Source: an optimization exercise on an open RTL-to-GDS flow (aim: small area, a short achievable clock period and few clock cycles). Production flows keep margins and buffers that such runs may drop.
No functional check of the RTL was part of any run shown here.

File: flow/flow/run.sh
#!/bin/bash
set -euo pipefail
bash standard.sh synth > synth.log 2>&1
bash standard.sh SETUP_SLACK_MARGIN=20 finish > layout.log 2>&1
File: flow/standard.sh
#!/bin/bash
# synth_recipe.tcl (not shown) runs the flow's synth.tcl, then flattens the netlist and writes it again
# the make line also repeats each setting of config.mk as NAME=value (left out here)
make -C /OpenROAD-flow-scripts/flow DESIGN_CONFIG=/design/flow/config.mk WORK_HOME=/design/flow/orfs CLKGATE_MAP_FILE= SYNTH_SCRIPT=/design/flow/synth_recipe.tcl "${@:-finish}"
File: flow/config.mk
export PLATFORM = sky130hd
export DESIGN_NAME = vm_core
export DESIGN_NICKNAME = vm_core
export VERILOG_FILES = /design/flow/design.v
export SDC_FILE = /design/flow/constraint.sdc
export NUM_CORES = 8
export LEC_CHECK = 0
export CAP_MARGIN = 20
export CORE_MARGIN = 2
export CORE_UTILIZATION = 30
export PLACE_DENSITY = 0.45
export SLEW_MARGIN = 20
File: flow/constraint.sdc
create_clock -name core_clock -period 28.0 [get_ports {clk}]
set_input_delay 5.6000 -clock core_clock [delete_from_list [all_inputs] [get_ports {clk}]]
set_output_delay 5.6000 -clock core_clock [all_outputs]
set_load 0.01 [all_outputs]
File: flow/design.v
module vm_muldiv (
    input  wire [1:0]  op,
    input  wire [63:0] a,
    input  wire [63:0] b,
    output wire [63:0] abs_a,
    output wire [63:0] abs_b,
    output wire        neg
);
    assign abs_a = a[63] ? (64'd0 - a) : a;
    assign abs_b = b[63] ? (64'd0 - b) : b;
    assign neg   = (op == 2'd2) ? a[63] : (a[63] ^ b[63]);
endmodule
module vm_fpu (
    input  wire        clk,
    input  wire        rst,
    input  wire        start,
    input  wire [2:0]  op,
    input  wire [63:0] a,
    input  wire [63:0] b,
    output wire        done,
    output wire [63:0] result
);
    localparam [63:0] QNAN = 64'h7FF8000000000000;
    localparam [3:0] S_IDLE = 4'd0,
                     M_PREP = 4'd1, M_ITER = 4'd2, M_FIN = 4'd3,
                     F_A2 = 4'd4, F_A3 = 4'd5, F_A4 = 4'd6, F_RND = 4'd7,
                     F_SPEC = 4'd8,
                     D_SUB = 4'd9, D_SET = 4'd10, D_IT = 4'd11, D_F1 = 4'd12,
                     D_F2 = 4'd13;
    function [6:0] lzc64;
        input [63:0] v;
        integer i;
        begin
            lzc64 = 7'd64;
            for (i = 0; i < 64; i = i + 1)
                if (v[i]) lzc64 = 7'd63 - i[6:0];
        end
    endfunction
    reg  [3:0]  state;
    reg  [63:0] A, B;           
    reg  [63:0] Q;              
    reg  [57:0] QM;             
    reg  [53:0] D;              
    reg  [13:0] E;              
    reg  [6:0]  cnt;
    reg         is_mul, is_div;
    reg         neg;            
    reg         sg;             
    reg         xge;            
    reg         esub;           
    reg         rovf, rzero;    
    reg         dst;            
    wire is_int = !op[2];
    wire [63:0] abs_a, abs_b;
    wire        neg_s;
    vm_muldiv u_front (.op(op[1:0]), .a(a), .b(b), .abs_a(abs_a), .abs_b(abs_b), .neg(neg_s));
    wire        sx = a[63], sy = b[63];
    wire [10:0] ex = a[62:52], ey = b[62:52];
    wire        x_nan  = (ex == 11'h7FF) && (a[51:0] != 52'd0);
    wire        y_nan  = (ey == 11'h7FF) && (b[51:0] != 52'd0);
    wire        x_inf  = (ex == 11'h7FF) && (a[51:0] == 52'd0);
    wire        y_inf  = (ey == 11'h7FF) && (b[51:0] == 52'd0);
    wire        x_zero = (a[62:0] == 63'd0);
    wire        y_zero = (b[62:0] == 63'd0);
    reg  [63:0] add_spec;
    reg         add_is_spec;
    always @(*) begin
        add_is_spec = 1'b1;
        add_spec    = 64'd0;
        if (x_nan || y_nan || (x_inf && y_inf && (sx != sy))) add_spec = QNAN;
        else if (x_inf)              add_spec = a;
        else if (y_inf)              add_spec = b;
        else if (x_zero && y_zero)   add_spec = {sx & sy, 63'd0};
        else if (x_zero)             add_spec = b;
        else if (y_zero)             add_spec = a;
        else                         add_is_spec = 1'b0;
    end
    wire        d_sign = sx ^ sy;
    reg  [63:0] div_spec;
    reg         div_is_spec;
    always @(*) begin
        div_is_spec = 1'b1;
        div_spec    = 64'd0;
        if (x_nan || y_nan || (x_inf && y_inf)) div_spec = QNAN;
        else if (x_inf)                         div_spec = {d_sign, 11'h7FF, 52'd0};
        else if (y_inf || x_zero)               div_spec = {d_sign, 63'd0};
        else                                    div_is_spec = 1'b0;
    end
    wire        a_sub = (A[62:52] == 11'd0);
    wire        b_sub = (B[62:52] == 11'd0);
    wire [52:0] nm_in = a_sub ? {1'b0, A[51:0]} : {1'b0, B[51:0]};
    wire [63:0] lz1_in = (state == M_PREP) ? A :
                         (state == F_A4)   ? {A[55:0], 8'hFF} :
                                             {nm_in, 11'h7FF};
    wire [6:0]  lz1 = lzc64(lz1_in);
    wire [6:0]  lz2 = lzc64(B);
    wire [6:0]  sdiff = lz2 - lz1;           
    wire [56:0] nsum   = A[56:0];
    wire        n_full = ({4'd0, lz1} < E[10:0]);
    wire [5:0]  nsh    = n_full ? lz1[5:0] : (E[5:0] - 6'd1);
    wire [63:0] shl_in  = (state == M_PREP) ? B :
                          (state == F_A4)   ? {8'd0, A[55:0]} :
                                              {11'd0, nm_in};
    wire [5:0]  shl_amt = (state == M_PREP) ? sdiff[5:0] :
                          (state == F_A4)   ? nsh : lz1[5:0];
    wire [63:0] shl_out = shl_in << shl_amt;
    wire [63:0] big = xge ? A : B;
    wire [63:0] sml = xge ? B : A;
    wire [10:0] eb  = (big[62:52] == 11'd0) ? 11'd1 : big[62:52];
    wire [10:0] es  = (sml[62:52] == 11'd0) ? 11'd1 : sml[62:52];
    wire [55:0] mb  = {(big[62:52] != 11'd0), big[51:0], 3'b000};
    wire [55:0] ms  = {(sml[62:52] != 11'd0), sml[51:0], 3'b000};
    wire [11:0] dexp = {1'b0, eb} - {1'b0, es};
    wire [55:0] dsig  = Q[57] ? {Q[57:3], Q[2] | Q[1] | Q[0] | dst}
                              : {Q[56:2], Q[1] | Q[0] | dst};
    wire [13:0] dexpv = Q[57] ? E : (E - 14'd1);
    wire        dovf  = !dexpv[13] && (dexpv >= 14'd2047);
    wire        dlow  = dexpv[13] || (dexpv == 14'd0);
    wire [13:0] dsh   = 14'd1 - dexpv;
    wire        fa2     = (state == F_A2);
    wire [55:0] shr_in  = fa2 ? ms : dsig;
    wire        shr_big = fa2 ? (dexp > 12'd55) : (dsh > 14'd55);
    wire [5:0]  shr_amt = fa2 ? dexp[5:0] : dsh[5:0];
    wire [55:0] shr_sh  = shr_in >> shr_amt;
    wire        shr_st  = shr_big ? (|shr_in) : (|(shr_in & ~({56{1'b1}} << shr_amt)));
    wire [55:0] shr_out = {(shr_big ? 55'd0 : shr_sh[55:1]), (shr_big ? 1'b0 : shr_sh[0]) | shr_st};
    wire        mfin  = (state == M_FIN) || (state == M_PREP);
    wire [63:0] vres  = (state == M_PREP) ? (is_div ? 64'd0 : A) : (is_div ? Q : A);
    reg  [63:0] ax, ay;
    reg         ac;
    always @(*) begin
        case (state)
            S_IDLE: begin ax = {1'b0, a[62:0]}; ay = ~{1'b0, b[62:0]}; ac = 1'b1; end
            M_ITER: begin ax = A; ay = is_mul ? (Q[0] ? B : 64'd0) : ~B; ac = !is_mul; end
            F_A3:   begin ax = {8'd0, A[55:0]}; ay = {8'd0, B[55:0]} ^ {64{esub}}; ac = esub; end
            D_F1:   begin ax = {7'd0, A[56:0]}; ay = {7'd0, B[56:0]}; ac = 1'b0; end
            default: begin ax = 64'd0; ay = neg ? ~vres : vres; ac = neg; end
        endcase
    end
    wire [64:0] sum = {1'b0, ax} + {1'b0, ay} + {64'd0, ac};
    function [57+57+58+58-1:0] srt_step;
        input [56:0] s;
        input [56:0] c;
        input [57:0] q;
        input [57:0] qm;
        input [53:0] d;
        reg   [3:0]  y;
        reg   [56:0] s2, c2, yv;
        reg   [56:0] ns, nc;
        reg          qp, qn;
        begin
            y  = s[55:52] + c[55:52];
            qp = !y[3];                      
            qn = y[3] && (y != 4'b1111);     
            s2 = {s[55:0], 1'b0};
            c2 = {c[55:0], 1'b0};
            yv = qp ? ~{3'b000, d} : (qn ? {3'b000, d} : 57'd0);
            ns = s2 ^ c2 ^ yv;
            nc = (((s2 & c2) | (s2 & yv) | (c2 & yv)) << 1) | {56'd0, qp};
            srt_step = {ns, nc,
                        qn ? {qm[56:0], 1'b1} : {q[56:0], qp},
                        qp ? {q[56:0], 1'b0}  : {qm[56:0], !qn}};
        end
    endfunction
    wire [229:0] st1 = srt_step(A[56:0], B[56:0], Q[57:0], QM, D);
    wire [229:0] st2 = srt_step(st1[229:173], st1[172:116], st1[115:58], st1[57:0], D);
    wire [56:0] W      = sum[56:0];
    wire        wneg   = W[56];
    wire        wzero  = (W == 57'd0);
    wire [56:0] Dx     = {3'b000, D};
    wire        wdzero = ((W ^ Dx) == {(W[55:0] | Dx[55:0]), 1'b0});    
    wire        rdf = (state == D_F2);
    wire [55:0] rs  = rdf ? dsig : A[55:0];
    wire [10:0] ref0 = rdf ? (dexpv[10:0] - 11'd1) : E[10:0];
    wire        rov = rdf ? dovf : rovf;
    wire        rz  = rdf ? 1'b0 : rzero;
    wire        rup = rs[2] & (rs[1] | rs[0] | rs[3]);
    wire [53:0] rm  = {1'b0, rs[55:3]} + {53'd0, rup};
    wire [10:0] rfield = ref0 + {9'd0, rm[53:52]};
    wire [63:0] rres = rz  ? 64'd0 :
                       rov ? {sg, 11'h7FF, 52'd0} : {sg, rfield, rm[51:0]};
    wire m_short = (state == M_PREP) && !is_mul && (lz1 > lz2);
    assign done   = (state == M_FIN) || m_short || (state == F_RND) ||
                    (state == F_SPEC) || ((state == D_F2) && !dlow);
    assign result = (state == F_SPEC) ? A :
                    (state == M_FIN || state == M_PREP) ? sum[63:0] : rres;
    always @(posedge clk) begin
        if (rst) begin
            state <= S_IDLE;
        end else begin
            case (state)
                S_IDLE: if (start) begin
                    if (is_int) begin
                        is_mul <= (op[1:0] == 2'd0);
                        is_div <= (op[1:0] == 2'd1);
                        neg    <= neg_s;
                        A      <= abs_a;
                        B      <= abs_b;
                        state  <= M_PREP;
                    end else if (!op[0]) begin
                        if (add_is_spec) begin
                            A <= add_spec;
                            state <= F_SPEC;
                        end else begin
                            A   <= a;
                            B   <= b;
                            xge <= sum[64];
                            state <= F_A2;
                        end
                    end else if (div_is_spec) begin
                        A <= div_spec;
                        state <= F_SPEC;
                    end else if (ex == 11'd0 || ey == 11'd0) begin
                        A <= a;
                        B <= b;
                        E <= 14'd0;
                        state <= D_SUB;
                    end else begin
                        A  <= {11'd0, 1'b1, a[51:0]};    
                        B  <= 64'd0;
                        D  <= {1'b1, b[51:0], 1'b0};
                        Q  <= 64'd0;
                        QM <= {58{1'b1}};
                        E  <= {3'd0, ex} - {3'd0, ey} + 14'd1023;
                        sg <= d_sign;
                        cnt <= 7'd28;
                        state <= D_IT;
                    end
                end
                M_PREP: begin
                    if (is_mul) begin
                        if (lz1 >= lz2) begin
                            Q <= A;
                        end else begin
                            Q <= B;
                            B <= A;
                        end
                        A <= 64'd0;
                        state <= ((lz1 == 7'd64) || (lz2 == 7'd64)) ? M_FIN : M_ITER;
                    end else if (lz1 > lz2) begin
                        state <= S_IDLE;
                    end else begin
                        Q   <= 64'd0;
                        B   <= shl_out;
                        cnt <= sdiff;
                        state <= M_ITER;
                    end
                end
                M_ITER: begin
                    if (is_mul) begin
                        A <= sum[63:0];
                        B <= {B[62:0], 1'b0};
                        Q <= {1'b0, Q[63:1]};
                        if (Q[63:1] == 63'd0) state <= M_FIN;
                    end else begin
                        if (sum[64]) A <= sum[63:0];
                        Q <= {Q[62:0], sum[64]};
                        B <= {1'b0, B[63:1]};
                        cnt <= cnt - 7'd1;
                        if (cnt == 7'd0) state <= M_FIN;
                    end
                end
                F_A2: begin
                    A[55:0] <= mb;
                    B[55:0] <= shr_out;
                    E    <= {3'd0, eb};
                    sg   <= big[63];
                    esub <= A[63] ^ B[63];
                    state <= F_A3;
                end
                F_A3: begin
                    A[56:0] <= sum[56:0];
                    state <= F_A4;
                end
                F_A4: begin
                    A[55:0] <= nsum[56] ? {nsum[56:2], nsum[1] | nsum[0]} : shl_out[55:0];
                    E[10:0] <= nsum[56] ? E[10:0] :
                               (n_full ? (E[10:0] - {4'd0, lz1} - 11'd1) : 11'd0);
                    rovf    <= nsum[56] && (E[10:0] == 11'd2046);
                    rzero   <= (nsum == 57'd0);
                    state   <= F_RND;
                end
                D_SUB: begin
                    if (a_sub) begin
                        A[62:52] <= 11'd1;
                        A[51:0]  <= shl_out[51:0];
                        E <= E - {7'd0, lz1};
                    end else if (b_sub) begin
                        B[62:52] <= 11'd1;
                        B[51:0]  <= shl_out[51:0];
                        E <= E + {7'd0, lz1};
                    end else begin
                        state <= D_SET;
                    end
                end
                D_SET: begin
                    A  <= {11'd0, 1'b1, A[51:0]};
                    B  <= 64'd0;
                    D  <= {1'b1, B[51:0], 1'b0};
                    Q  <= 64'd0;
                    QM <= {58{1'b1}};
                    E  <= E + {3'd0, A[62:52]} - {3'd0, B[62:52]} + 14'd1023;
                    sg <= A[63] ^ B[63];
                    cnt <= 7'd28;
                    state <= D_IT;
                end
                D_IT: begin
                    A[56:0]  <= st2[229:173];
                    B[56:0]  <= st2[172:116];
                    Q[57:0]  <= st2[115:58];
                    QM       <= st2[57:0];
                    cnt <= cnt - 7'd1;
                    if (cnt == 7'd0) state <= D_F1;
                end
                D_F1: begin
                    Q[57:0] <= wneg ? QM : Q[57:0];
                    dst     <= wneg ? !wdzero : !wzero;
                    state   <= D_F2;
                end
                D_F2: begin
                    A[55:0] <= shr_out;
                    E[10:0] <= 11'd0;
                    rovf    <= 1'b0;
                    rzero   <= 1'b0;
                    state   <= dlow ? F_RND : S_IDLE;
                end
                default: state <= S_IDLE;    
            endcase
        end
    end
endmodule
module vm_core (
    input  wire        clk,
    input  wire        rst,
    input  wire [15:0] code_len,
    input  wire [16:0] pool_len,
    output wire [15:0] imem_addr,
    input  wire [63:0] imem_data,
    output wire [15:0] cp_index,
    input  wire [1:0]  cp_kind,
    input  wire [63:0] cp_value,
    input  wire [15:0] cp_window,
    input  wire [15:0] cp_nret,
    output reg         emit_valid,
    output reg         emit_ret,
    output reg  [1:0]  emit_tag,
    output reg  [63:0] emit_data,
    output reg         halted,
    output reg  [2:0]  res_kind,
    output reg  [15:0] res_ip,
    output reg  [2:0]  res_depth
);
    localparam RF_SIZE = 16;
    localparam [1:0] T_INV = 2'd0, T_INT = 2'd1, T_FLT = 2'd2;
    localparam [1:0] K_JMP = 2'd2;
    localparam [2:0] R_NORMAL = 3'd0, F_LOAD = 3'd1, F_INDEX = 3'd2,
                     F_TYPE = 3'd3, F_ARITH = 3'd4, F_STACK = 3'd5,
                     F_DECODE = 3'd6;
    localparam [2:0] P_CHECK = 3'd0, P_RUN = 3'd1, P_AU = 3'd2,
                     P_COPY = 3'd4, P_RETOUT = 3'd5, P_HALT = 3'd6;
    function legal_op;
        input [7:0] o;
        begin
            case (o)
                8'h00, 8'h01, 8'h02,
                8'h10, 8'h11, 8'h12, 8'h13, 8'h14, 8'h15,
                8'h20, 8'h21, 8'h30, 8'h31,
                8'h40, 8'h41, 8'h42, 8'h44, 8'h45, 8'h46,
                8'h48, 8'h49, 8'h4A, 8'h4C, 8'h4D, 8'h4E,
                8'h50, 8'h51: legal_op = 1'b1;
                default:      legal_op = 1'b0;
            endcase
        end
    endfunction
    function [15:0] onehot4;
        input [3:0] s;
        begin
            onehot4 = 16'd1 << s;
        end
    endfunction
    reg [2:0]  phase;
    reg [15:0] cl;                  
    reg [16:0] pl;                  
    reg [1:0]  rf_tag  [0:RF_SIZE-1];
    reg [63:0] rf_data [0:RF_SIZE-1];
    reg [1:0]  dep;                 
    reg [4:0]  fbase, fsize, fnret, fretdst;
    reg [15:0] fcbase;
    reg [15:0] s_ip     [0:2];
    reg [4:0]  s_base   [1:2];
    reg [4:0]  s_size   [1:2];
    reg [4:0]  s_nret   [1:2];
    reg [4:0]  s_retdst [1:2];
    reg [15:0] s_cbase  [1:2];
    reg [15:0] pc;                  
    reg        ir_v;
    reg [63:0] ir;
    reg [15:0] ip_f;                
    reg [15:0] cpi;                 
    reg        ir_last;             
    reg        ir_end;              
    reg [15:0] selP, selQ, selW;    
    reg        x_v;
    reg [7:0]  x_op;
    reg [15:0] x_ip;
    reg        x_end;
    reg [63:0] x_a, x_b;            
    reg [1:0]  x_ta, x_tb;          
    reg [15:0] x_selW;
    reg        x_rbad;              
    reg        x_cbad;              
    reg        x_taken;             
    reg        x_jconst;            
    reg [15:0] x_jt;                
    reg [16:0] x_jlo;               
    reg        x_jhi;               
    reg [15:0] x_ca, x_cb;          
    reg        x_khi0;              
    reg [4:0]  x_kwin, x_knret;     
    reg [15:0] csrc, cdst;          
    reg [4:0]  cleft;
    wire [63:0] fw   = imem_data;
    wire [7:0]  fop  = fw[7:0];
    wire        f_jmp  = (fop[7:4] == 4'h4) && (fop[1:0] != 2'b11);
    wire        f_usea = (fop == 8'h01) || (f_jmp && fop[1:0] != 2'b00);
    wire [3:0]  f_sa = fbase[3:0] + fw[11:8];
    wire [3:0]  f_sb = fbase[3:0] + fw[27:24];
    wire [3:0]  f_sc = fbase[3:0] + fw[43:40];
    wire [15:0] f_cidx = (fop == 8'h50) ? fw[55:40] :
                         (f_jmp && fop[1:0] == 2'b00) ? fw[23:8] : fw[47:32];
    wire [15:0] pc_inc = pc + 16'd1;
    assign imem_addr = pc;
    assign cp_index  = cpi;
    wire [7:0]  op  = ir[7:0];
    wire [55:0] arg = ir[63:8];
    wire [23:0] ba  = ir[31:8];
    wire [31:0] bb  = ir[63:32];
    wire [15:0] ca  = ir[23:8];
    wire [15:0] cb  = ir[39:24];
    wire [15:0] cc  = ir[55:40];
    wire is_jump = (op[7:4] == 4'h4) && (op[1:0] != 2'b11);
    wire j_rel   = op[3];
    wire j_const = op[2];
    wire j_cond  = (op[1:0] != 2'b00);
    wire cidx_hi  = (op == 8'h50) ? 1'b0 :
                    (is_jump && !j_cond) ? (arg[55:16] != 40'd0) :
                                           (bb[31:16] != 16'd0);
    wire cidx_bad = cidx_hi || ({1'b0, cpi} >= pl);
    reg chk_cidx;
    always @(*) begin
        case (op)
            8'h02, 8'h45, 8'h46, 8'h4D, 8'h4E: chk_cidx = 1'b1;
            8'h44, 8'h4C, 8'h50:               chk_cidx = 1'b1;
            default:                           chk_cidx = 1'b0;
        endcase
    end
    wire bad_a   = (ca[15:5] != 11'd0) || (ca[4:0] >= fsize);
    wire bad_b   = (cb[15:5] != 11'd0) || (cb[4:0] >= fsize);
    wire bad_c   = (cc[15:5] != 11'd0) || (cc[4:0] >= fsize);
    wire bad_ba  = (ba[23:5] != 19'd0) || (ba[4:0] >= fsize);
    wire bad_arg = (arg[55:5] != 51'd0) || (arg[4:0] >= fsize);
    reg  rbad;
    always @(*) begin
        case (op)
            8'h01:                              rbad = bad_arg;
            8'h02, 8'h41, 8'h42, 8'h45, 8'h46,
            8'h49, 8'h4A, 8'h4D, 8'h4E:         rbad = bad_ba;
            8'h15:                              rbad = bad_a | bad_b;
            8'h10, 8'h11, 8'h12, 8'h13, 8'h14,
            8'h20, 8'h21, 8'h30, 8'h31:         rbad = bad_a | bad_b | bad_c;
            default:                            rbad = 1'b0;
        endcase
    end
    reg  [16:0] j_lo;
    reg         j_hi_ok;
    always @(*) begin
        if (!j_cond) begin
            if (j_rel) begin
                j_lo    = arg[16:0];
                j_hi_ok = (arg[55:16] == 40'd0) || (arg[55:16] == {40{1'b1}});
            end else begin
                j_lo    = {1'b0, arg[15:0]};
                j_hi_ok = (arg[55:16] == 40'd0);
            end
        end else begin
            if (j_rel) begin
                j_lo    = bb[16:0];
                j_hi_ok = (bb[31:16] == 16'd0) || (bb[31:16] == 16'hFFFF);
            end else begin
                j_lo    = {1'b0, bb[15:0]};
                j_hi_ok = (bb[31:16] == 16'd0);
            end
        end
    end
    wire [15:0] j_base   = j_rel ? pc : fcbase;            
    wire [17:0] j_target = {2'b00, j_base} + {j_lo[16], j_lo};
    wire        copying = (phase == P_COPY) || (phase == P_RETOUT);
    wire [15:0] rselP = copying ? csrc : selP;
    reg  [63:0] vP, vQ;
    reg  [1:0]  tP, tQ;
    integer k;
    always @(*) begin
        vP = 64'd0; vQ = 64'd0; tP = 2'd0; tQ = 2'd0;
        for (k = 0; k < RF_SIZE; k = k + 1) begin
            vP = vP | (rf_data[k] & {64{rselP[k]}});
            tP = tP | (rf_tag[k]  & {2{rselP[k]}});
            vQ = vQ | (rf_data[k] & {64{selQ[k]}});
            tQ = tQ | (rf_tag[k]  & {2{selQ[k]}});
        end
    end
    reg        w_en;
    reg [15:0] w_oh;
    reg [1:0]  w_tag;
    reg [63:0] w_data;
    wire       fwdP = w_en && ((w_oh & selP) != 16'd0);
    wire       fwdQ = w_en && ((w_oh & selQ) != 16'd0);
    wire [63:0] rP  = fwdP ? w_data : vP;
    wire [1:0]  rtP = fwdP ? w_tag  : tP;
    wire [63:0] rQ  = fwdQ ? w_data : vQ;
    wire [1:0]  rtQ = fwdQ ? w_tag  : tQ;
    wire        r_guard = (vP != 64'd0);
    wire        r_taken = !j_cond || (op[0] ? r_guard : !r_guard);
    wire        r_haz   = is_jump && j_cond && fwdP;
    wire xo_add = (x_op == 8'h10);
    wire xo_neg = (x_op == 8'h15);
    wire xo_flt = (x_op == 8'h31);
    wire [63:0] alu_x = xo_neg ? 64'd0 : (xo_flt ? {1'b0, x_a[62:0]} : x_a);
    wire [63:0] alu_y = xo_add ? x_b : (xo_neg ? ~x_a : (xo_flt ? ~{1'b0, x_b[62:0]} : ~x_b));
    wire [63:0] alu_s = alu_x + alu_y + {63'd0, !xo_add};
    wire        lt_res = (x_a[63] != x_b[63]) ? x_a[63] : alu_s[63];
    wire fb_nan = (x_a[62:52] == 11'h7FF) && (x_a[51:0] != 52'd0);
    wire fc_nan = (x_b[62:52] == 11'h7FF) && (x_b[51:0] != 52'd0);
    wire f_bothzero = (x_a[62:0] == 63'd0) && (x_b[62:0] == 63'd0);
    wire f_eqmag = (x_a[62:0] == x_b[62:0]);
    reg  flt_res;
    always @(*) begin
        if (fb_nan || fc_nan || f_bothzero)
            flt_res = 1'b0;
        else if (x_a[63] != x_b[63])
            flt_res = x_a[63];
        else if (!x_a[63])
            flt_res = alu_s[63];                   
        else
            flt_res = !alu_s[63] && !f_eqmag;      
    end
    wire [17:0] xj_t  = x_jconst ? ({2'b00, x_jt} + {x_jlo[16], x_jlo}) : {2'b00, x_jt};
    wire        xj_ok = x_jhi && (xj_t[17:16] == 2'b00) && (xj_t[15:0] < cl);
    wire [16:0] run_end  = {1'b0, x_cb} + {1'b0, x_ca};
    wire        run_bad  = (x_ca != 16'd0) && (run_end > {12'd0, fsize});
    wire [4:0]  call_nb  = fbase + fsize;
    wire [5:0]  call_top = {1'b0, call_nb} + {1'b0, x_kwin};
    wire [4:0]  c_base   = (dep == 2'd1) ? 5'd0 : s_base[dep == 2'd3 ? 2 : 1];
    wire [4:0]  c_size   = (dep == 2'd1) ? 5'd8 : s_size[dep == 2'd3 ? 2 : 1];
    wire [16:0] rdst_end = {12'd0, fretdst} + {1'b0, x_ca};
    wire [4:0]  sat_cb   = (x_cb > 16'd17) ? 5'd17 : x_cb[4:0];
    wire [15:0] x_ipn    = x_ip + 16'd1;
    wire        xrun  = (phase == P_RUN) && x_v && !x_end;
    wire        xo_au = (x_op == 8'h12 || x_op == 8'h13 || x_op == 8'h14 ||
                         x_op == 8'h20 || x_op == 8'h21);
    wire        au_go = xrun && xo_au;
    wire [2:0]  au_op = (x_op == 8'h12) ? 3'd0 : (x_op == 8'h13) ? 3'd1 :
                        (x_op == 8'h14) ? 3'd2 : {2'b10, x_op[0]};
    wire        au_done;
    wire [63:0] au_result;
    vm_fpu u_au (
        .clk(clk), .rst(rst), .start(au_go), .op(au_op),
        .a(x_a), .b(x_b), .done(au_done), .result(au_result)
    );
    reg [2:0] x_fault;
    always @(*) begin
        x_fault = 3'd0;
        if (!legal_op(x_op)) begin
            x_fault = F_DECODE;
        end else begin
            case (x_op)
                8'h00: ;
                8'h01: begin
                    if (x_rbad) x_fault = F_INDEX;
                    else if (x_ta != T_INT && x_ta != T_FLT) x_fault = F_TYPE;
                end
                8'h02: begin
                    if (x_rbad) x_fault = F_INDEX;
                    else if (x_cbad) x_fault = F_INDEX;
                    else if (x_tb[1]) x_fault = F_TYPE;
                end
                8'h10, 8'h11, 8'h12, 8'h13, 8'h14, 8'h30: begin
                    if (x_rbad) x_fault = F_INDEX;
                    else if (x_ta != T_INT || x_tb != T_INT) x_fault = F_TYPE;
                    else if ((x_op == 8'h13 || x_op == 8'h14) && x_b == 64'd0) x_fault = F_ARITH;
                end
                8'h15: begin
                    if (x_rbad) x_fault = F_INDEX;
                    else if (x_ta != T_INT) x_fault = F_TYPE;
                end
                8'h20, 8'h21, 8'h31: begin
                    if (x_rbad) x_fault = F_INDEX;
                    else if (x_ta != T_FLT || x_tb != T_FLT) x_fault = F_TYPE;
                    else if (x_op == 8'h21 && x_b[62:0] == 63'd0) x_fault = F_ARITH;
                end
                8'h50: begin
                    if (run_bad) x_fault = F_INDEX;
                    else if (x_cbad) x_fault = F_INDEX;
                    else if (x_tb != K_JMP) x_fault = F_TYPE;
                    else if (!x_khi0 || x_jt >= cl) x_fault = F_INDEX;
                    else if (x_ca > {11'd0, x_kwin}) x_fault = F_INDEX;
                    else if (dep == 2'd3) x_fault = F_STACK;
                    else if (call_top > 6'd16) x_fault = F_STACK;
                end
                8'h51: begin
                    if (run_bad) x_fault = F_INDEX;
                    else if (dep != 2'd0) begin
                        if ({11'd0, fnret} != x_ca) x_fault = F_INDEX;
                        else if (x_ca != 16'd0 && rdst_end > {12'd0, c_size}) x_fault = F_INDEX;
                    end
                end
                default: begin  
                    if (x_op[1:0] != 2'b00 && x_rbad) x_fault = F_INDEX;
                    else if (x_op[2] && x_cbad) x_fault = F_INDEX;
                    else if (x_op[1:0] != 2'b00 && x_ta != T_INT) x_fault = F_TYPE;
                    else if (x_op[2] && x_tb != K_JMP) x_fault = F_TYPE;
                    else if (x_taken && !xj_ok) x_fault = F_INDEX;
                end
            endcase
        end
    end
    wire x_single = !(x_op == 8'h12 || x_op == 8'h13 || x_op == 8'h14 ||
                      x_op == 8'h20 || x_op == 8'h21 || x_op == 8'h50 || x_op == 8'h51);
    wire x_free = ((phase == P_RUN) && (!x_v || x_single)) ||
                  ((phase == P_AU) && au_done);
    wire r_go = (phase == P_RUN || phase == P_AU) &&
                ir_v && x_free && !r_haz;
    wire r_jump  = r_go && is_jump && r_taken;
    wire f_load  = (phase == P_CHECK) || (!ir_v || r_go);
    always @(*) begin
        w_en   = 1'b0;
        w_oh   = x_selW;
        w_tag  = T_INT;
        w_data = alu_s;
        case (phase)
            P_RUN: begin
                w_en = xrun && (x_op == 8'h02 || x_op == 8'h10 || x_op == 8'h11 ||
                                x_op == 8'h15 || x_op == 8'h30 || x_op == 8'h31);
                case (x_op)
                    8'h02: begin w_tag = x_tb[0] ? T_FLT : T_INT; w_data = x_b; end
                    8'h30: w_data = {63'd0, lt_res};
                    8'h31: w_data = {63'd0, flt_res};
                    default: ;
                endcase
            end
            P_AU: begin
                w_en = au_done; w_tag = x_op[5] ? T_FLT : T_INT; w_data = au_result;
            end
            P_COPY: begin
                w_en = 1'b1; w_oh = cdst; w_tag = tP; w_data = vP;
            end
            default: ;
        endcase
    end
    wire        call_ok = xrun && (x_op == 8'h50) && (x_fault == 3'd0);
    reg [RF_SIZE-1:0] clr;
    always @(*) begin
        for (k = 0; k < RF_SIZE; k = k + 1)
            clr[k] = call_ok &&
                     ({1'b0, k[4:0]} >= {1'b0, call_nb}) &&
                     ({1'b0, k[4:0]} < call_top);
    end
    always @(posedge clk) begin
        for (k = 0; k < RF_SIZE; k = k + 1) begin
            if (rst)
                rf_tag[k] <= T_INV;
            else if (w_en && w_oh[k])
                rf_tag[k] <= w_tag;
            else if (clr[k])
                rf_tag[k] <= T_INV;
            if (w_en && w_oh[k])
                rf_data[k] <= w_data;
        end
    end
    task halt_with;
        input [2:0]  kind;
        input [15:0] at;
        input [2:0]  d;
        begin
            phase     <= P_HALT;
            halted    <= 1'b1;
            res_kind  <= kind;
            res_ip    <= at;
            res_depth <= d;
        end
    endtask
    always @(posedge clk) begin
        cl <= code_len;
        pl <= pool_len;
        emit_valid <= 1'b0;
        emit_ret   <= 1'b0;
        emit_tag   <= copying ? tP : x_ta;
        emit_data  <= copying ? vP : x_a;
        if (rst) begin
            phase   <= P_CHECK;
            pc      <= 16'd0;
            ir_v    <= 1'b0;
            x_v     <= 1'b0;
            halted  <= 1'b0;
            res_kind  <= R_NORMAL;
            res_ip    <= 16'd0;
            res_depth <= 3'd0;
            dep     <= 2'd0;
            fbase   <= 5'd0;
            fsize   <= 5'd8;
            fcbase  <= 16'd0;
        end else begin
            if (phase != P_HALT && f_load) begin
                ir      <= imem_data;
                ir_v    <= 1'b1;
                ip_f    <= pc;
                cpi     <= f_cidx;
                ir_last <= (pc_inc == cl);
                ir_end  <= (pc >= cl);
                selP    <= onehot4(f_usea ? f_sa : f_sb);
                selQ    <= onehot4(f_sc);
                selW    <= onehot4(f_sa);
                pc      <= (phase == P_CHECK && pc_inc == cl) ? 16'd0 : pc_inc;
            end
            x_ip    <= ip_f;
            x_end   <= ir_end;
            x_a     <= rP;
            x_ta    <= rtP;
            x_b     <= (op == 8'h02) ? cp_value : rQ;
            x_tb    <= (op == 8'h02 || op == 8'h50 || (is_jump && j_const)) ? cp_kind : rtQ;
            x_rbad  <= rbad;
            x_cbad  <= cidx_bad;
            x_taken <= is_jump && r_taken;
            x_jconst <= j_const;
            x_jt    <= (op == 8'h50) ? cp_value[15:0] :
                       j_const ? j_base : j_target[15:0];
            x_jlo   <= cp_value[16:0];
            x_jhi   <= j_const ? ((cp_value[63:16] == 48'd0) || (cp_value[63:16] == {48{1'b1}}))
                               : (j_hi_ok && (j_target[17:16] == 2'b00));
            x_ca    <= ca;
            x_cb    <= cb;
            x_khi0  <= (cp_value[63:16] == 48'd0);
            x_kwin  <= (cp_window > 16'd17) ? 5'd17 : cp_window[4:0];
            x_knret <= (cp_nret > 16'd17) ? 5'd17 : cp_nret[4:0];
            if (r_go) begin
                x_v     <= 1'b1;
                x_op    <= op;
                x_selW  <= selW;
                if (r_jump) begin
                    ir_v <= 1'b0;
                    if (!j_const) pc <= j_target[15:0];
                end
            end else if (x_free) begin
                x_v <= 1'b0;
            end
            case (phase)
                P_CHECK: begin
                    if (cl == 16'd0) begin
                        halt_with(F_LOAD, 16'd0, 3'd0);
                    end else if (ir_v) begin
                        if (!legal_op(op) || (chk_cidx && cidx_bad))
                            halt_with(F_LOAD, ip_f, 3'd0);
                        else if (ir_last)
                            phase <= P_RUN;
                    end
                end
                P_RUN: if (x_v) begin
                    if (x_end) begin
                        halt_with(R_NORMAL, x_ip, {1'b0, dep} + 3'd1);
                    end else if (x_fault != 3'd0) begin
                        halt_with(x_fault, x_ip, {1'b0, dep} + 3'd1);
                    end else begin
                        case (x_op)
                            8'h01: begin
                                emit_valid <= 1'b1;
                            end
                            8'h12, 8'h13, 8'h14,
                            8'h20, 8'h21:        phase <= P_AU;
                            8'h50: begin
                                s_ip[dep] <= x_ipn;
                                if (dep != 2'd0) begin
                                    s_base[dep]   <= fbase;
                                    s_size[dep]   <= fsize;
                                    s_cbase[dep]  <= fcbase;
                                    s_nret[dep]   <= fnret;
                                    s_retdst[dep] <= fretdst;
                                end
                                dep     <= dep + 2'd1;
                                fbase   <= call_nb;
                                fsize   <= x_kwin;
                                fcbase  <= x_jt;
                                fnret   <= x_knret;
                                fretdst <= sat_cb;
                                pc      <= x_jt;
                                ir_v    <= 1'b0;
                                x_v     <= 1'b0;
                                csrc    <= onehot4(fbase[3:0] + x_cb[3:0]);
                                cdst    <= onehot4(call_nb[3:0]);
                                cleft   <= x_ca[4:0];
                                if (x_ca != 16'd0) phase <= P_COPY;
                            end
                            8'h51: begin
                                csrc  <= onehot4(fbase[3:0] + x_cb[3:0]);
                                cleft <= x_ca[4:0];
                                x_v   <= 1'b0;
                                if (dep == 2'd0) begin
                                    if (x_ca == 16'd0)
                                        halt_with(R_NORMAL, x_ip, 3'd1);
                                    else
                                        phase <= P_RETOUT;
                                end else begin
                                    cdst  <= onehot4(c_base[3:0] + fretdst[3:0]);
                                    dep   <= dep - 2'd1;
                                    pc    <= s_ip[dep - 2'd1];
                                    ir_v  <= 1'b0;
                                    if (dep == 2'd1) begin
                                        fbase  <= 5'd0;
                                        fsize  <= 5'd8;
                                        fcbase <= 16'd0;
                                    end else begin
                                        fbase   <= s_base[dep - 2'd1];
                                        fsize   <= s_size[dep - 2'd1];
                                        fcbase  <= s_cbase[dep - 2'd1];
                                        fnret   <= s_nret[dep - 2'd1];
                                        fretdst <= s_retdst[dep - 2'd1];
                                    end
                                    if (x_ca != 16'd0) phase <= P_COPY;
                                end
                            end
                            default: begin
                                if (x_taken && x_jconst) begin
                                    pc   <= xj_t[15:0];
                                    ir_v <= 1'b0;
                                end
                            end
                        endcase
                    end
                end
                P_AU: if (au_done) phase <= P_RUN;
                P_COPY: begin
                    csrc  <= {csrc[14:0], csrc[15]};
                    cdst  <= {cdst[14:0], cdst[15]};
                    cleft <= cleft - 5'd1;
                    if (cleft == 5'd1) phase <= P_RUN;
                end
                P_RETOUT: begin
                    emit_valid <= 1'b1;
                    emit_ret   <= 1'b1;
                    csrc  <= {csrc[14:0], csrc[15]};
                    cleft <= cleft - 5'd1;
                    if (cleft == 5'd1)
                        halt_with(R_NORMAL, x_ip, 3'd1);
                end
                default: ;  
            endcase
        end
    end
endmodule
==> results of run 1 <==
## layout by cell type, fill, tap and decap left out, types with 51 or more instances in the layout
cell type | Yosys | layout
edfxtp_1 | 1923 | 1923
nand2_1 | 1325 | 1311
nor2_1 | 1287 | 1229
a21oi_1 | 1069 | 1023
o21ai_0 | 1015 | 952
buf_4 | 10 | 737
mux2i_1 | 649 | 616
inv_1 | 555 | 537
nand3_1 | 525 | 517
a22oi_1 | 515 | 510
a221oi_1 | 519 | 497
ha_1 | 455 | 451
a22o_1 | 415 | 415
xnor2_1 | 379 | 358
clkdlybuf4s50_1 | 0 | 318
clkbuf_16 | 0 | 284
nand4_1 | 264 | 264
mux2_2 | 280 | 262
nor3_1 | 270 | 247
o22ai_1 | 244 | 242
dfxtp_1 | 211 | 202
nor2b_1 | 201 | 194
a211oi_1 | 213 | 189
a21o_1 | 182 | 179
xor2_1 | 171 | 156
nor4_1 | 179 | 147
fa_1 | 143 | 142
a31oi_1 | 132 | 118
o211ai_1 | 109 | 109
nand2b_1 | 114 | 109
o221ai_1 | 111 | 103
a222oi_1 | 87 | 87
o21bai_1 | 70 | 69
o31ai_1 | 81 | 68
diode_2 | 0 | 65
or3_1 | 68 | 65
o21a_1 | 70 | 65
a221o_1 | 53 | 53
and3_1 | 53 | 52
o21ai_1 | 18 | 51
## final timing paths
| kind | from | end | slack [ns] | cells after the start |
|---|---|---|---|---|
| setup / recovery | u_au.neg | u_au.dst | 19.59 | 25 |
| hold / removal | selW[9] | x_selW[9] | 0.41 | 0 |
| setup reg to reg | u_au.neg | u_au.dst | 19.59 | 25 |
| hold reg to reg | selW[9] | x_selW[9] | 0.41 | 0 |
## critical path: stages (launching register included)
cell and delay (ns):
edfxtp_1 0.31, buf_4 0.58, inv_2 0.55, buf_4 0.48
xnor2_2 0.66, a21oi_1 0.25, ha_1 0.47, nand3_1 0.14
or2_2 0.32, o221ai_2 0.43, o311ai_1 0.20, a31oi_2 0.31
a211oi_2 0.08, buf_4 0.21, o31ai_4 0.35, o21ai_0 0.18
xnor2_1 0.30, inv_1 0.09, ha_1 0.31, xnor2_1 0.27
nor4_2 0.57, nand4_1 0.24, nor4_4 0.25, nand3_4 0.19
nor3_1 0.17, a21oi_1 0.10
## metal layers
metal  up-vias  global-route usage (%)  share of wire [%]
li1      62100                       -                  -
met1     76700                    46.0                 39
met2     11100                    51.6                 41
met3      2497                    12.7                 13
met4        44                    22.4                7.8
met5         -                       0              0.032
## cell type report
cell class / instances / area (um2) / share of cell area, %
repair buffers: 1189 / 11100 / 6.26
flip-flops and latches: 2134 / 62000 / 34.8
multi-input cells: 12000 / 85100 / 47.8
inverters: 562 / 2240 / 1.26
clock inverters: 144 / 1570 / 0.884
well taps: 6681 / 8360 / 4.70
diodes: 65 / 163 / 0.0914
clock buffers: 345 / 7450 / 4.19
repair inverters: 1 / 7.51 / 0.00422
## stage by stage
stage	setup slack (ns)	area, um2	utilization, %
6_report	19.59	178000	35.5
5_1_grt	19.71	178000	35.5
2_1_floorplan	19.65	151000	-
4_1_cts	20.00	177000	35.2
3_5_place_dp	16.08	164000	32.7
3_3_place_gp	16.00	164000	32.7
## state kept, by name, summed over array words and instances, names as in the netlist, 17 cells and up, named ones only
register	count
ir	64
x_jlo	17
u_au.D	52
rf_data	1024
u_au.Q	64
s_ip	48
s_cbase	32
u_au.A	64
x_a	64
u_au.B	64
emit_data	64
u_au.QM	58
pl	17
x_b	64
rf_tag	32
## logic make-up (layout without fill, tap and decap cells)
family / after synthesis / count (layout) / synth area share, %
fa+ha+maj: 599 / 599 / 5.67
compound gates: 5356 / 5356 / 24.5
simple gates: 4561 / 4564 / 14.1
flops: 2134 / 2134 / 41.0
xor+xnor: 550 / 550 / 3.19
mux: 934 / 934 / 6.45
other cells: 0 / 65 / 0
buf+inv: 1990 / 2241 / 5.05
## what timing repair did
| action | in CTS | in global routing |
|---|---|---|
| cloned | 19 | 3 |
| buffers inserted | 90 | 28 |
| endpoints found under the setup margin | 2601 | 1590 |
| pin swaps | 56 | 38 |
| resized for setup | 466 | 194 |
==> summary.txt, run 1 <==
Yosys
  • Largest cells by area after synthesis: edfxtp_1 (38%), mux2i_1 (4.3%), ha_1 (3.8%), a21oi_1 (3.5%), o21ai_0 (3.4%)
  • FF+latch count, synth: 2134
  • Async SR Flop Fraction: 0%
  • Sequential-to-total area share from yosys stat: 41.0%
  • Post-Syn Instances: 16100
  • Area leader, netlist: edfxtp_1
  • Most common cell in the synthesized netlist: edfxtp_1
  • Yosys cell types: 109
  • Post-Syn Area: 151000 um2
  • Net Count, Synth: 16900
  • Post-synth EDFFs: 1923
  • Post-synth top area share: 38.2%
  • Synth Warn #: 4
  • Commonest cells post-synth: edfxtp_1 (1923), nand2_1 (1325), nor2_1 (1287), clkbuf_1 (1127), a21oi_1 (1069)
  • Synthesized area per cell: 9.37 um2
  • Predominant post-synthesis flop cell: edfxtp_1

Placement
  • Dpl hpwl: 680 mm
  • Port bufs: 319
  • Cells after DPL: 22400
  • Placer Congestion: 1.07

STA
  • Slew Viols, Final: 0
  • Setup Skew: 0.0720 ns
  • Setup TNS: 0 ns
  • Final Hold Vio Count: 0
  • Fin crit period: 8.41 ns
  • # setup viols final: 0
  • Max-slew headroom: 12.2%
  • Fmax: 0.119 GHz
  • RSZ-0062 raised after global routing: true
  • Worst-Margin Slew: 1.28 ns
  • Min Hold Slack: 0.409 ns
  • Period Utilization, post-route: 30.0%

Worst setup path
  • Worst path required time: 28.69 ns
  • CP Launch Type: flip-flop
  • CP Capture Type: flip-flop
  • Crit-path max FO: 29
  • Arrival @ worst endpoint: 9.10 ns
  • Kind of critical path: flip-flop to flip-flop

Routing
  • Initial drt markers: 24200
  • ANT nets after route: 0
  • Number of remaining DRC errors: 0
  • Routed WL: 958 mm
  • DR pass1 iterations: 9
  • DR vias/cell: 6.59
  • DR vias: 152000
  • Avg WL per Cell: 41.4 um

Global route
  • Vias in the first global route: 141000
  • Antenna violations before repair: 100
  • First-pass GRT wire length: 1270 mm
  • Grt ovf: 0
  • GRT Resource Usage Total: 36.0%
  • Largest net degree at the start of global routing: 123

Floorplanning
  • Core ar.: 502000 um2
  • Initial Utilization: 30.1%
  • I/O pins: 320
  • Core Rows: 260
  • Die height: 714 um
  • Die Wd: 714 um
  • Area of the die: 509000 um2

Final layout
  • Area growth from synthesis to layout: 17.8%
  • Fin cells: 23100
  • Final nets: 17000
  • Proportion of layout cells with a drive suffix above 1: 13.3%
  • Fillers: 51200

Clock network
  • Clock tree buffer depth: 4
  • Worst-path clk slew: 0.06 ns
  • Cts bufs inserted: 274
  • Hold Buf Count CTS: 0
  • CTS tree: yes
  • CTS root buffer: clkbuf_16
  • Clk Latency, worst-skew pair: 0.99 ns
  • Sink Count: 2134
  • CTS H-tree depth: 5

Job
  • # Max-Cap Violations: 0

Min path
  • HP Class: flip-flop to flip-flop

Status
  • Outcome: no timing/DRC/antenna violations
==> run 2, diff against run 1 <==
--- a/flow/design.v
+++ b/flow/design.v
@@ -12,2 +12,40 @@
 endmodule
+module vm_lzc64 (
+    input  wire [63:0] v,
+    output wire [6:0]  z
+);
+    wire [63:0] v0 = v;
+    wire [31:0] a1;  wire [31:0]  c1;
+    wire [15:0] a2;  wire [31:0]  c2;
+    wire [7:0]  a3;  wire [23:0]  c3;
+    wire [3:0]  a4;  wire [15:0]  c4;
+    wire [1:0]  a5;  wire [9:0]   c5;
+    wire        a6;  wire [5:0]   c6;
+    genvar g;
+    generate
+        for (g = 0; g < 32; g = g + 1) begin : l1
+            assign a1[g] = v0[2*g+1] | v0[2*g];
+            assign c1[g] = !v0[2*g+1];
+        end
+        for (g = 0; g < 16; g = g + 1) begin : l2
+            assign a2[g] = a1[2*g+1] | a1[2*g];
+            assign c2[2*g+1:2*g] = a1[2*g+1] ? {1'b0, c1[2*g+1]} : {1'b1, c1[2*g]};
+        end
+        for (g = 0; g < 8; g = g + 1) begin : l3
+            assign a3[g] = a2[2*g+1] | a2[2*g];
+            assign c3[3*g+2:3*g] = a2[2*g+1] ? {1'b0, c2[4*g+3:4*g+2]} : {1'b1, c2[4*g+1:4*g]};
+        end
+        for (g = 0; g < 4; g = g + 1) begin : l4
+            assign a4[g] = a3[2*g+1] | a3[2*g];
+            assign c4[4*g+3:4*g] = a3[2*g+1] ? {1'b0, c3[6*g+5:6*g+3]} : {1'b1, c3[6*g+2:6*g]};
+        end
+        for (g = 0; g < 2; g = g + 1) begin : l5
+            assign a5[g] = a4[2*g+1] | a4[2*g];
+            assign c5[5*g+4:5*g] = a4[2*g+1] ? {1'b0, c4[8*g+7:8*g+4]} : {1'b1, c4[8*g+3:8*g]};
+        end
+    endgenerate
+    assign a6 = a5[1] | a5[0];
+    assign c6 = a5[1] ? {1'b0, c5[9:5]} : {1'b1, c5[4:0]};
+    assign z  = a6 ? {1'b0, c6} : 7'd64;
+endmodule
 module vm_fpu (
@@ -16,2 +54,3 @@
     input  wire        start,
+    input  wire        hold,       
     input  wire [2:0]  op,
@@ -29,11 +68,2 @@
                      D_F2 = 4'd13;
-    function [6:0] lzc64;
-        input [63:0] v;
-        integer i;
-        begin
-            lzc64 = 7'd64;
-            for (i = 0; i < 64; i = i + 1)
-                if (v[i]) lzc64 = 7'd63 - i[6:0];
-        end
-    endfunction
     reg  [3:0]  state;
@@ -52,2 +82,5 @@
     reg         dst;            
+    reg  [11:0] dab, dba;       
+    reg  [63:0] res_q;          
+    reg         res_v;
     wire is_int = !op[2];
@@ -63,2 +96,4 @@
     wire        x_zero = (a[62:0] == 63'd0);
+    wire [10:0] ea1 = (ex == 11'd0) ? 11'd1 : ex;
+    wire [10:0] eb1 = (ey == 11'd0) ? 11'd1 : ey;
     wire        y_zero = (b[62:0] == 63'd0);
@@ -94,4 +129,5 @@
                                              {nm_in, 11'h7FF};
-    wire [6:0]  lz1 = lzc64(lz1_in);
-    wire [6:0]  lz2 = lzc64(B);
+    wire [6:0]  lz1, lz2;
+    vm_lzc64 u_lz1 (.v(lz1_in), .z(lz1));
+    vm_lzc64 u_lz2 (.v(B), .z(lz2));
     wire [6:0]  sdiff = lz2 - lz1;           
@@ -112,6 +148,5 @@
     wire [55:0] ms  = {(sml[62:52] != 11'd0), sml[51:0], 3'b000};
-    wire [11:0] dexp = {1'b0, eb} - {1'b0, es};
-    wire [55:0] dsig  = Q[57] ? {Q[57:3], Q[2] | Q[1] | Q[0] | dst}
-                              : {Q[56:2], Q[1] | Q[0] | dst};
-    wire [13:0] dexpv = Q[57] ? E : (E - 14'd1);
+    wire [11:0] dexp = xge ? dab : dba;
+    wire [55:0] dsig  = Q[56] ? {Q[56:2], Q[1] | Q[0] | dst} : {Q[55:1], Q[0] | dst};
+    wire [13:0] dexpv = Q[56] ? E : (E - 14'd1);
     wire        dovf  = !dexpv[13] && (dexpv >= 14'd2047);
@@ -166,7 +201,11 @@
     wire [229:0] st2 = srt_step(st1[229:173], st1[172:116], st1[115:58], st1[57:0], D);
+    wire [229:0] st3 = srt_step(st2[229:173], st2[172:116], st2[115:58], st2[57:0], D);
     wire [56:0] W      = sum[56:0];
     wire        wneg   = W[56];
-    wire        wzero  = (W == 57'd0);
+    wire [56:0] Sx     = A[56:0], Cx = B[56:0];
     wire [56:0] Dx     = {3'b000, D};
-    wire        wdzero = ((W ^ Dx) == {(W[55:0] | Dx[55:0]), 1'b0});    
+    wire        wzero  = ((Sx ^ Cx) == {(Sx[55:0] | Cx[55:0]), 1'b0});
+    wire [56:0] s3     = Sx ^ Cx ^ Dx;
+    wire [56:0] c3     = {((Sx[55:0] & Cx[55:0]) | (Sx[55:0] & Dx[55:0]) | (Cx[55:0] & Dx[55:0])), 1'b0};
+    wire        wdzero = ((s3 ^ c3) == {(s3[55:0] | c3[55:0]), 1'b0});
     wire        rdf = (state == D_F2);
@@ -182,7 +221,23 @@
     wire m_short = (state == M_PREP) && !is_mul && (lz1 > lz2);
-    assign done   = (state == M_FIN) || m_short || (state == F_RND) ||
-                    (state == F_SPEC) || ((state == D_F2) && !dlow);
-    assign result = (state == F_SPEC) ? A :
-                    (state == M_FIN || state == M_PREP) ? sum[63:0] : rres;
+    wire m_last  = is_mul ? (Q[63:1] == 63'd0) : (cnt == 7'd0);
+    wire m_early = (state == M_ITER) && m_last && !neg;
+    wire [63:0] m_early_res = is_mul ? sum[63:0] :
+                              is_div ? {Q[62:0], sum[64]} :
+                              (sum[64] ? sum[63:0] : A);
+    wire        done_c   = (state == M_FIN) || m_short || m_early || (state == F_RND) ||
+                           (state == F_SPEC) || ((state == D_F2) && !dlow);
+    wire [63:0] result_c = (state == F_SPEC) ? A :
+                           (state == M_ITER) ? m_early_res :
+                           (state == M_FIN || state == M_PREP) ? sum[63:0] : rres;
+    assign done   = res_v;
+    assign result = res_q;
     always @(posedge clk) begin
+        if (done_c) res_q <= result_c;
+        if (rst) begin
+            res_v <= 1'b0;
+        end else if (done_c) begin
+            res_v <= 1'b1;
+        end else if (!hold) begin
+            res_v <= 1'b0;
+        end
         if (rst) begin
@@ -207,2 +262,4 @@
                             xge <= sum[64];
+                            dab <= {1'b0, ea1} - {1'b0, eb1};
+                            dba <= {1'b0, eb1} - {1'b0, ea1};
                             state <= F_A2;
@@ -225,3 +282,3 @@
                         sg <= d_sign;
-                        cnt <= 7'd28;
+                        cnt <= 7'd18;
                         state <= D_IT;
@@ -253,3 +310,3 @@
                         Q <= {1'b0, Q[63:1]};
-                        if (Q[63:1] == 63'd0) state <= M_FIN;
+                        if (m_last) state <= neg ? M_FIN : S_IDLE;
                     end else begin
@@ -259,3 +316,3 @@
                         cnt <= cnt - 7'd1;
-                        if (cnt == 7'd0) state <= M_FIN;
+                        if (m_last) state <= neg ? M_FIN : S_IDLE;
                     end
@@ -303,3 +360,3 @@
                     sg <= A[63] ^ B[63];
-                    cnt <= 7'd28;
+                    cnt <= 7'd18;
                     state <= D_IT;
@@ -307,6 +364,6 @@
                 D_IT: begin
-                    A[56:0]  <= st2[229:173];
-                    B[56:0]  <= st2[172:116];
-                    Q[57:0]  <= st2[115:58];
-                    QM       <= st2[57:0];
+                    A[56:0]  <= st3[229:173];
+                    B[56:0]  <= st3[172:116];
+                    Q[57:0]  <= st3[115:58];
+                    QM       <= st3[57:0];
                     cnt <= cnt - 7'd1;
@@ -358,3 +415,3 @@
                      F_DECODE = 3'd6;
-    localparam [2:0] P_CHECK = 3'd0, P_RUN = 3'd1, P_AU = 3'd2,
+    localparam [2:0] P_CHECK = 3'd0, P_RUN = 3'd1,
                      P_COPY = 3'd4, P_RETOUT = 3'd5, P_HALT = 3'd6;
@@ -419,2 +476,5 @@
     reg [4:0]  x_kwin, x_knret;     
+    reg        au_busy;
+    reg [15:0] au_dst;
+    reg        au_flt;
     reg [15:0] csrc, cdst;          
@@ -497,3 +557,6 @@
     wire        copying = (phase == P_COPY) || (phase == P_RETOUT);
-    wire [15:0] rselP = copying ? csrc : selP;
+    wire        x_cr    = (phase == P_RUN) && x_v && !x_end && (x_op == 8'h50 || x_op == 8'h51);
+    wire        x_copy0 = x_cr && (x_ca != 16'd0);
+    wire [15:0] csrc_x  = onehot4(fbase[3:0] + x_cb[3:0]);
+    wire [15:0] rselP = copying ? csrc : (x_copy0 ? csrc_x : selP);
     reg  [63:0] vP, vQ;
@@ -522,3 +585,15 @@
     wire        r_taken = !j_cond || (op[0] ? r_guard : !r_guard);
-    wire        r_haz   = is_jump && j_cond && fwdP;
+    wire        r_usesP = (op == 8'h01) || (is_jump && j_cond) ||
+                          (op[7:4] == 4'h1) || (op[7:4] == 4'h2) || (op[7:4] == 4'h3);
+    wire        r_usesQ = (op[7:4] == 4'h1 && op != 8'h15) || (op[7:4] == 4'h2) || (op[7:4] == 4'h3);
+    wire        r_writes = (op == 8'h02) || (op[7:4] == 4'h1) || (op[7:4] == 4'h2) || (op[7:4] == 4'h3);
+    wire        r_serial = (op == 8'h12 || op == 8'h13 || op == 8'h14 || op == 8'h20 ||
+                            op == 8'h21 || op == 8'h50 || op == 8'h51);
+    wire        au_pend = au_go || (au_busy && !au_wr);
+    wire [15:0] au_pdst = au_go ? x_selW : au_dst;
+    wire        r_auhaz = au_pend &&
+                          (r_serial || (r_usesP && ((selP & au_pdst) != 16'd0)) ||
+                           (r_usesQ && ((selQ & au_pdst) != 16'd0)) ||
+                           (r_writes && ((selW & au_pdst) != 16'd0)));
+    wire        r_haz   = (is_jump && j_cond && fwdP) || r_auhaz;
     wire xo_add = (x_op == 8'h10);
@@ -555,2 +630,4 @@
     wire [4:0]  sat_cb   = (x_cb > 16'd17) ? 5'd17 : x_cb[4:0];
+    wire [15:0] cdst_x   = (x_op == 8'h50) ? onehot4(call_nb[3:0]) :
+                                             onehot4(c_base[3:0] + fretdst[3:0]);
     wire [15:0] x_ipn    = x_ip + 16'd1;
@@ -562,6 +639,9 @@
                         (x_op == 8'h14) ? 3'd2 : {2'b10, x_op[0]};
+    wire        x_wr  = xrun && (x_op == 8'h02 || x_op == 8'h10 || x_op == 8'h11 ||
+                                 x_op == 8'h15 || x_op == 8'h30 || x_op == 8'h31);
     wire        au_done;
     wire [63:0] au_result;
+    wire        au_wr = au_busy && au_done && !x_wr;
     vm_fpu u_au (
-        .clk(clk), .rst(rst), .start(au_go), .op(au_op),
+        .clk(clk), .rst(rst), .start(au_go), .hold(x_wr), .op(au_op),
         .a(x_a), .b(x_b), .done(au_done), .result(au_result)
@@ -625,7 +705,5 @@
     end
-    wire x_single = !(x_op == 8'h12 || x_op == 8'h13 || x_op == 8'h14 ||
-                      x_op == 8'h20 || x_op == 8'h21 || x_op == 8'h50 || x_op == 8'h51);
-    wire x_free = ((phase == P_RUN) && (!x_v || x_single)) ||
-                  ((phase == P_AU) && au_done);
-    wire r_go = (phase == P_RUN || phase == P_AU) &&
+    wire x_single = !(x_op == 8'h50 || x_op == 8'h51);
+    wire x_free = (phase == P_RUN) && (!x_v || x_single);
+    wire r_go = (phase == P_RUN) &&
                 ir_v && x_free && !r_haz;
@@ -640,5 +718,7 @@
             P_RUN: begin
-                w_en = xrun && (x_op == 8'h02 || x_op == 8'h10 || x_op == 8'h11 ||
-                                x_op == 8'h15 || x_op == 8'h30 || x_op == 8'h31);
-                case (x_op)
+                w_en = x_wr || au_wr || (x_copy0 && (x_op == 8'h50 || dep != 2'd0));
+                if (au_wr) begin
+                    w_oh = au_dst; w_tag = au_flt ? T_FLT : T_INT; w_data = au_result;
+                end else case (x_op)
+                    8'h50, 8'h51: begin w_oh = cdst_x; w_tag = tP; w_data = vP; end
                     8'h02: begin w_tag = x_tb[0] ? T_FLT : T_INT; w_data = x_b; end
@@ -649,5 +729,2 @@
             end
-            P_AU: begin
-                w_en = au_done; w_tag = x_op[5] ? T_FLT : T_INT; w_data = au_result;
-            end
             P_COPY: begin
@@ -695,4 +772,4 @@
         emit_ret   <= 1'b0;
-        emit_tag   <= copying ? tP : x_ta;
-        emit_data  <= copying ? vP : x_a;
+        emit_tag   <= (copying || x_copy0) ? tP : x_ta;
+        emit_data  <= (copying || x_copy0) ? vP : x_a;
         if (rst) begin
@@ -702,2 +779,3 @@
             x_v     <= 1'b0;
+            au_busy <= 1'b0;
             halted  <= 1'b0;
@@ -711,2 +789,4 @@
         end else begin
+            if (au_go) au_busy <= 1'b1;
+            else if (au_wr) au_busy <= 1'b0;
             if (phase != P_HALT && f_load) begin
@@ -775,4 +855,6 @@
                             end
-                            8'h12, 8'h13, 8'h14,
-                            8'h20, 8'h21:        phase <= P_AU;
+                            8'h12, 8'h13, 8'h14, 8'h20, 8'h21: begin
+                                au_dst <= x_selW;
+                                au_flt <= x_op[5];
+                            end
                             8'h50: begin
@@ -795,13 +877,17 @@
                                 x_v     <= 1'b0;
-                                csrc    <= onehot4(fbase[3:0] + x_cb[3:0]);
-                                cdst    <= onehot4(call_nb[3:0]);
-                                cleft   <= x_ca[4:0];
-                                if (x_ca != 16'd0) phase <= P_COPY;
+                                csrc    <= {csrc_x[14:0], csrc_x[15]};
+                                cdst    <= {cdst_x[14:0], cdst_x[15]};
+                                cleft   <= x_ca[4:0] - 5'd1;
+                                if (x_ca > 16'd1) phase <= P_COPY;
                             end
                             8'h51: begin
-                                csrc  <= onehot4(fbase[3:0] + x_cb[3:0]);
-                                cleft <= x_ca[4:0];
+                                csrc  <= {csrc_x[14:0], csrc_x[15]};
+                                cleft <= x_ca[4:0] - 5'd1;
                                 x_v   <= 1'b0;
                                 if (dep == 2'd0) begin
-                                    if (x_ca == 16'd0)
+                                    if (x_ca != 16'd0) begin
+                                        emit_valid <= 1'b1;
+                                        emit_ret   <= 1'b1;
+                                    end
+                                    if (x_ca <= 16'd1)
                                         halt_with(R_NORMAL, x_ip, 3'd1);
@@ -810,3 +896,3 @@
                                 end else begin
-                                    cdst  <= onehot4(c_base[3:0] + fretdst[3:0]);
+                                    cdst  <= {cdst_x[14:0], cdst_x[15]};
                                     dep   <= dep - 2'd1;
@@ -825,3 +911,3 @@
                                     end
-                                    if (x_ca != 16'd0) phase <= P_COPY;
+                                    if (x_ca > 16'd1) phase <= P_COPY;
                                 end
@@ -837,3 +923,2 @@
                 end
-                P_AU: if (au_done) phase <= P_RUN;
                 P_COPY: begin
==> flow/flow/run.sh (replaced) <==
#!/bin/bash
set -euo pipefail
bash standard.sh synth > synth.log 2>&1
bash standard.sh SETUP_SLACK_MARGIN=21 finish > layout.log 2>&1
==> run 2 against run 1 <==
Still clean. Critical path depth increased by 2. Wire length grew 22%. Count of clock-buffer cells in the layout grew 8. Fmax increased by 2.2%. Sequential share of layout area fell by 2.9 points. Global-route usage rose by 5.0 points. Die area increased by 6.7%. Setup slack gained 0.18 ns. Core utilization grew 2.7 points. Critical endpoint is now u_au.A[50]. Largest cell class unchanged. Highest routed layer unchanged.
==> summary.txt, run 2 <==
Routing
  • Initial drt markers: 29200
  • Avg WL per Cell: 45.6 um
  • ANT nets after route: 0
  • Number of remaining DRC errors: 0
  • DR vias/cell: 6.77
  • DR pass1 iterations: 13
  • Routed WL: 1170 mm
  • DR vias: 174000

Worst setup path
  • Arrival @ worst endpoint: 9.04 ns
  • Crit-path leading delay family: simple AND/OR/NAND/NOR gates
  • CP Launch Type: flip-flop
  • Buf+Inv Stages, Crit Path: 9
  • Slowest CP cell: a222oi_1
  • WP depth: 27
  • Most frequent CP cell: buf_4
  • Worst path max stage delay: 0.65 ns
  • Crit-path max FO: 13
  • Worst path required time: 28.81 ns
  • Kind of critical path: flip-flop to flip-flop
  • Reg2Reg Depth: 27
  • CP Capture Type: flip-flop

Placement
  • Dpl hpwl: 801 mm
  • Placer Congestion: 1.09
  • Place WS: 16.63 ns
  • Port bufs: 319

Final layout
  • Final nets: 19100
  • Largest register FFs: 1024
  • Biggest register: rf_data
  • Proportion of layout cells with a drive suffix above 1: 20.6%
  • Commonest non-fill, non-tap cell in the layout: edfxtp_1
  • Area growth from synthesis to layout: 26.8%
  • Commonest cells after routing, fill and taps aside: edfxtp_1 (2027), nor2_1 (1455), nand2_1 (1238)

STA
  • Fin crit period: 8.23 ns
  • Setup Skew: 0.113 ns
  • Fmax: 0.121 GHz
  • Min Hold Slack: 0.446 ns
  • Period Utilization, post-route: 29.4%
  • RSZ-0062 raised after global routing: true
  • Max-slew headroom: 4.75%
  • Worst-Margin Slew: 1.42 ns
  • # setup viols final: 0
  • Setup TNS: 0 ns
  • Final Hold Vio Count: 0
  • Slew Viols, Final: 0
  • Fin worst setup slack: 19.77 ns

Floorplanning
  • Die Wd: 737 um
  • Area of the die: 543000 um2
  • Core Rows: 269
  • I/O pins: 320
  • Initial Utilization: 30.1%
  • Core ar.: 536000 um2
  • Die height: 737 um

Yosys
  • Commonest cells post-synth: edfxtp_1 (2027), nor2_1 (1569), a21oi_1 (1440), nand2_1 (1317), clkbuf_1 (1215)
  • Area leader, netlist: edfxtp_1
  • Largest cells by area after synthesis: edfxtp_1 (38%), a21oi_1 (4.5%), ha_1 (4.1%), mux2i_1 (4.0%), nor2_1 (3.7%)
  • Most common cell in the synthesized netlist: edfxtp_1
  • Yosys cell types: 132
  • Post-synth top area share: 37.7%
  • FF+latch count, synth: 2240
  • Post-Syn Instances: 17400
  • Predominant post-synthesis flop cell: edfxtp_1
  • Synth Warn #: 4
  • Synthesized area per cell: 9.28 um2
  • Sequential-to-total area share from yosys stat: 40.4%
  • Net Count, Synth: 18400
  • Post-Syn Area: 161000 um2
  • Post-synth EDFFs: 2027
  • Async SR Flop Fraction: 0%

Global route
  • GRT Resource Usage Total: 41.0%
  • First-pass GRT wire length: 1520 mm
  • Vias in the first global route: 157000
  • Antenna violations before repair: 150
  • Largest net degree at the start of global routing: 92
  • Grt ovf: 0

Job
  • # Max-Cap Violations: 0

Clock network
  • Sink Count: 2240
  • Clock tree buffer depth: 4
  • Worst-path clk slew: 0.06 ns
  • CTS tree: yes
  • Clk Latency, worst-skew pair: 1.04 ns
  • CTS H-tree depth: 5
  • Cts bufs inserted: 286
  • CTS root buffer: clkbuf_16
  • Hold Buf Count CTS: 0

Min path
  • HP Class: flip-flop to flip-flop
  • Worst Hold Depth: 0

Status
  • Outcome: no timing/DRC/antenna violations
[run 2: cell count changes after synthesis, sizes merged, moves of 106 or more]
cell | before | now
a21oi | 1069 | 1444
nor2 | 1291 | 1571
nand3 | 525 | 330
mux2 | 281 | 119
inv | 557 | 711
nor2b | 201 | 66
fa | 143 | 249
[run 2: kinds of logic (layout without fill, tap and decap cells)]
| kind of cell | Yosys count | count (layout) | share of synthesized area, % |
|---|---|---|---|
| muxes | 770 | 770 | 4.90 |
| adders and majority gates | 784 | 784 | 7.24 |
| DFF | 2240 | 2240 | 40.4 |
| and+or+nand+nor | 4694 | 4705 | 13.5 |
| buffers and inverters | 2261 | 3200 | 5.44 |
| AOI/OAI and AO/OA | 6012 | 6015 | 25.2 |
| other | 0 | 149 | 0 |
| xor gates and xnor gates | 612 | 612 | 3.33 |
[run 2: worst paths after layout]
| path | slack, ns | endpoint | start |
|---|---|---|---|
| hold reg to reg | 0.45 | x_ip[11] | ip_f[11] |
| setup / recovery | 19.77 | u_au.A[50] | u_au.B[31] |
| setup reg to reg | 19.77 | u_au.A[50] | u_au.B[31] |
| hold / removal | 0.45 | x_ip[11] | ip_f[11] |
[run 2: cell type report]
type | count | area, um2
Clock buffer | 353 | 7650
Inverter | 722 | 2820
Sequential cell | 2240 | 65300
Multi-Input combinational cell | 12900 | 96700
Fill cell | 53500 | 332000
Tap cell | 7181 | 8980
Antenna cell | 149 | 373
Clock inverter | 154 | 1610
Timing Repair Buffer | 1971 | 21100
[run 2: through the flow]
stage          area, um2  std cells  utilization (%)
3_5_place_dp      176000      24200             32.8
4_1_cts           200000      25300             37.3
5_1_grt           204000      25600             38.1
6_report          205000      25700             38.2
3_3_place_gp      176000      24200             32.8
2_1_floorplan     163000      17400                -
[run 2: repair_timing]
item,4_1_cts,5_1_grt
gates resized for setup,2270,505
gates cloned,88,11
setup endpoints to repair,2475,1329
pin swaps,368,325
buffers inserted,527,185
[run 2: metal layers]
metal | track usage (%) | share of wire (%)
met1 | 50.2 | 37
met3 | 16.5 | 14
met2 | 57.3 | 40
met5 | 1.03 | 0.076
met4 | 30.9 | 9.7

what the ideal ports hide:
No port has a modelled driver above. Below, the same layouts with a new extraction and two added sets of constraints. Step 1 sets driving cells, clkbuf_16 on the clock port and buf_2 on the other inputs (assumed; they add their load-dependent delay and slew). Step 2, shift: input delay + t, output delay - t, t = (earliest + latest rising clock arrival at the registers) / 2. This alone moves slack from input paths to output paths. Slacks: no drivers / after step 1 / after step 2; pairs: no drivers / after step 1.
run | shift t [ns] | slack for setup (ns) | worst slew at a driven data input, ns
run 1 | 1.095 | 19.586 / 19.586 / 18.915 | 0.15
run 2 | 1.111 | 19.769 / 19.769 / 19.769 | 0.08
After both steps setup and hold are still met in every run listed. The setup slack of run 1, which loses most, moves by 0.000 ns with the drivers and by -0.671 ns with both steps.
